Context: an optimization exercise on an open-source flow, tuned for small area, a short achievable clock period and few clock cycles. The choices shown serve that exercise and are no tape-out recipe. Function was checked by simulation only, so behaviour that the tests miss may differ from the original. Power and IR drop assume default switching activity.

== indigo ==
==> flow/design.v (excerpt) <==
module owc #(
    parameter [7:0] FAMILY_A = 8'h10,
    parameter [7:0] FAMILY_B = 8'h28
) (
    input             clk,
    input             rst,         
    input             cmd_valid,
    input      [15:0] cmd,
    output reg        rsp_valid,
    output     [15:0] rsp,
    output            bus_req,
    output     [1:0]  bus_op,      
    output            bus_wbit,
    input             bus_ack,
    input             bus_rbit
);
Settings: LEC_CHECK=0, ABC_AREA=1, CAP_MARGIN=20, CORE_MARGIN=2, CORE_UTILIZATION=60, CTS_BUF_LIST=sky130_fd_sc_hd__clkbuf_8, CTS_CLUSTER_DIAMETER=50, CTS_CLUSTER_SIZE=14, PLACE_DENSITY=0.75, SLEW_MARGIN=20, TNS_END_PERCENT=30; clock period 18.0 ns.
standard.sh (not shown) runs the stock make flow with config.mk's settings and CLKGATE_MAP_FILE= SYNTH_SCRIPT=/design/flow/synth_recipe.tcl, a recipe that flattens the netlist after the stock synthesis.
==> flow/flow/run.sh <==
#!/bin/bash
set -euo pipefail
bash standard.sh \
    SETUP_SLACK_MARGIN=13 \
    "BUFFER_PORTS_ARGS=-buffer_cell sky130_fd_sc_hd__buf_2" \
    finish > flow_make.log 2>&1
Testbench counts of indigo, summed over its fixed seeds: cycles 38,903.
--- input diff indigo..onyx ---
# indigo
export LEC_CHECK = 0
export ABC_AREA = 1
export CAP_MARGIN = 20
export CORE_MARGIN = 2
export CORE_UTILIZATION = 60
export CTS_BUF_LIST = sky130_fd_sc_hd__clkbuf_8
export CTS_CLUSTER_DIAMETER = 50
export CTS_CLUSTER_SIZE = 14
export PLACE_DENSITY = 0.75
export SLEW_MARGIN = 20
export TNS_END_PERCENT = 30
create_clock -name core_clock -period 18.0 [get_ports {clk}]
# onyx
export LEC_CHECK = 0
export ABC_AREA = 1
export CAP_MARGIN = 20
export CORE_MARGIN = 2
export CORE_UTILIZATION = 65
export CTS_BUF_LIST = sky130_fd_sc_hd__clkbuf_8
export CTS_CLUSTER_DIAMETER = 50
export CTS_CLUSTER_SIZE = 14
export GPL_ROUTABILITY_DRIVEN = 0
export GPL_TIMING_DRIVEN = 1
export PLACE_DENSITY = 0.8
export SLEW_MARGIN = 20
export TNS_END_PERCENT = 10
create_clock -name core_clock -period 18.0 [get_ports {clk}]
[summary]
- Compared onyx vs indigo, and clock power is down in onyx.
- Wire length in onyx vs indigo: down about 3%
- Core util | onyx vs indigo | onyx higher
- Compared with indigo, onyx shows a fraction of met3 tracks used by global routing that is 3.8 points higher.
- Reported for indigo and onyx, async set-reset flop share out of synthesis turned out identical to the last digit.
- Comparing onyx with indigo, the met2 track demand over resource came out essentially unchanged.
- Global-route wire length before repair: lower on onyx
- Between indigo and onyx, post-route worst setup slack decreased.
Relative to onyx, the following input files were edited for tundra:
# onyx
export LEC_CHECK = 0
export ABC_AREA = 1
export CAP_MARGIN = 20
export CORE_MARGIN = 2
export CORE_UTILIZATION = 65
export CTS_BUF_LIST = sky130_fd_sc_hd__clkbuf_8
export CTS_CLUSTER_DIAMETER = 50
export CTS_CLUSTER_SIZE = 14
export GPL_ROUTABILITY_DRIVEN = 0
export GPL_TIMING_DRIVEN = 1
export PLACE_DENSITY = 0.8
export SLEW_MARGIN = 20
export TNS_END_PERCENT = 10
create_clock -name core_clock -period 18.0 [get_ports {clk}]
# tundra
export LEC_CHECK = 0
export ABC_AREA = 1
export CAP_MARGIN = 20
export CORE_MARGIN = 2
export CORE_UTILIZATION = 60
export CTS_BUF_LIST = sky130_fd_sc_hd__clkbuf_8
export CTS_CLUSTER_DIAMETER = 50
export CTS_CLUSTER_SIZE = 14
export PLACE_DENSITY = 0.75
export SLEW_MARGIN = 20
export TNS_END_PERCENT = 0
create_clock -name core_clock -period 18.0 [get_ports {clk}]
- Compared tundra against onyx; share of cells above drive strength 1 within noise.
- Summary — largest net degree at the start of global routing, tundra relative to onyx: lower, by 36%.
- Going from onyx to tundra, number of ports placed on the die boundary has remained practically unchanged, vias per cell has decreased, global routing usage summed across all routing layers has decreased, combined buffer and inverter count along the critical path has increased, initial standard-cell utilization of the core has decreased.
- A top layer reached by signal wires of met4 is what tundra shows, while met5 belongs to onyx.
- As far as number of sequential storage elements goes, tundra and onyx are indistinguishable; the numbers are identical.
- Multi-input gate area in the final layout in tundra is 1.1% below onyx.
- onyx ended up with fewer cell instances than tundra did.
> inputs changed (tundra -> sierra)
# tundra
export LEC_CHECK = 0
export ABC_AREA = 1
export CAP_MARGIN = 20
export CORE_MARGIN = 2
export CORE_UTILIZATION = 60
export CTS_BUF_LIST = sky130_fd_sc_hd__clkbuf_8
export CTS_CLUSTER_DIAMETER = 50
export CTS_CLUSTER_SIZE = 14
export PLACE_DENSITY = 0.75
export SLEW_MARGIN = 20
export TNS_END_PERCENT = 0
create_clock -name core_clock -period 18.0 [get_ports {clk}]
# sierra
export LEC_CHECK = 0
export ABC_AREA = 1
export CAP_MARGIN = 20
export CORE_MARGIN = 2
export CORE_UTILIZATION = 65
export CTS_BUF_LIST = sky130_fd_sc_hd__clkbuf_8
export CTS_CLUSTER_DIAMETER = 50
export CTS_CLUSTER_SIZE = 14
export GPL_TIMING_DRIVEN = 1
export PLACE_DENSITY = 0.8
export SLEW_MARGIN = 20
export TNS_END_PERCENT = 10
create_clock -name core_clock -period 18.0 [get_ports {clk}]
==> flow/flow/run.sh <==
#!/bin/bash
set -euo pipefail
bash standard.sh \
    SETUP_SLACK_MARGIN=14 \
    "BUFFER_PORTS_ARGS=-buffer_cell sky130_fd_sc_hd__buf_2" \
    finish > flow_make.log 2>&1
## What came out
Looking at highest routing layer actually used, the met5 result is from sierra; the met4 one comes from tundra. Re global-route usage: sierra is 2.3 points up on tundra. sierra vs. tundra: cell row count went down by about 5%. sierra — share of cell area taken by multi-input logic gates 0.56 points higher, tundra as reference.
Changes in quartz relative to sierra:
# sierra
export LEC_CHECK = 0
export ABC_AREA = 1
export CAP_MARGIN = 20
export CORE_MARGIN = 2
export CORE_UTILIZATION = 65
export CTS_BUF_LIST = sky130_fd_sc_hd__clkbuf_8
export CTS_CLUSTER_DIAMETER = 50
export CTS_CLUSTER_SIZE = 14
export GPL_TIMING_DRIVEN = 1
export PLACE_DENSITY = 0.8
export SLEW_MARGIN = 20
export TNS_END_PERCENT = 10
create_clock -name core_clock -period 18.0 [get_ports {clk}]
# quartz
export LEC_CHECK = 0
export ABC_AREA = 1
export CAP_MARGIN = 20
export CORE_MARGIN = 2
export CORE_UTILIZATION = 70
export CTS_BUF_LIST = sky130_fd_sc_hd__clkbuf_8
export CTS_CLUSTER_DIAMETER = 50
export CTS_CLUSTER_SIZE = 14
export GPL_TIMING_DRIVEN = 1
export PLACE_DENSITY = 0.85
export SLEW_MARGIN = 20
export TNS_END_PERCENT = 25
create_clock -name core_clock -period 18.0 [get_ports {clk}]
==> flow/flow/run.sh <==
#!/bin/bash
set -euo pipefail
bash standard.sh \
    SETUP_SLACK_MARGIN=13 \
    "BUFFER_PORTS_ARGS=-buffer_cell sky130_fd_sc_hd__buf_2" \
    finish > flow_make.log 2>&1
Results
- The final layout from quartz, which completed every stage, passed the timing, design-rule and antenna checks at the end of the flow.
- Routability-driven placement congestion ratio: higher on quartz
- quartz vs sierra on worst setup slack: quartz is the lower one.
- quartz ends up with higher final design utilization than sierra does.
- Going from sierra to quartz, worst hold slack across all endpoints higher; clock group power shows no meaningful change.

-- port drivers added, routing unchanged --
Ports are ideal in the flow. The routed layouts listed here were re-timed in OpenROAD. Step 1 assumes that a clkbuf_16 drives the clock port and a buf_2 every other input. Step 2 moves the port delays by t, midway between the first and last clock arrival at a register: inputs arrive t later, outputs are due t later. That takes back most of the time a late clock gives input paths. a / b / c = no drivers / after step 1 / after step 2; a / b = the first two.
run | t (ns) | setup slack, ns | pins driven straight from the clock port
indigo | 0.651 | 12.908 / 12.902 / 12.251 | 1
onyx | 0.623 | 12.885 / 12.883 / 12.260 | 1
tundra | 0.639 | 12.843 / 12.841 / 12.201 | 1
sierra | 0.637 | 12.879 / 12.875 / 12.237 | 1
quartz | 0.638 | 12.829 / 12.823 / 12.185 | 1
After both steps setup and hold are still met in every run listed. For indigo, which loses most, drivers alone change the setup slack by -0.006 ns; drivers and shift together by -0.657 ns.
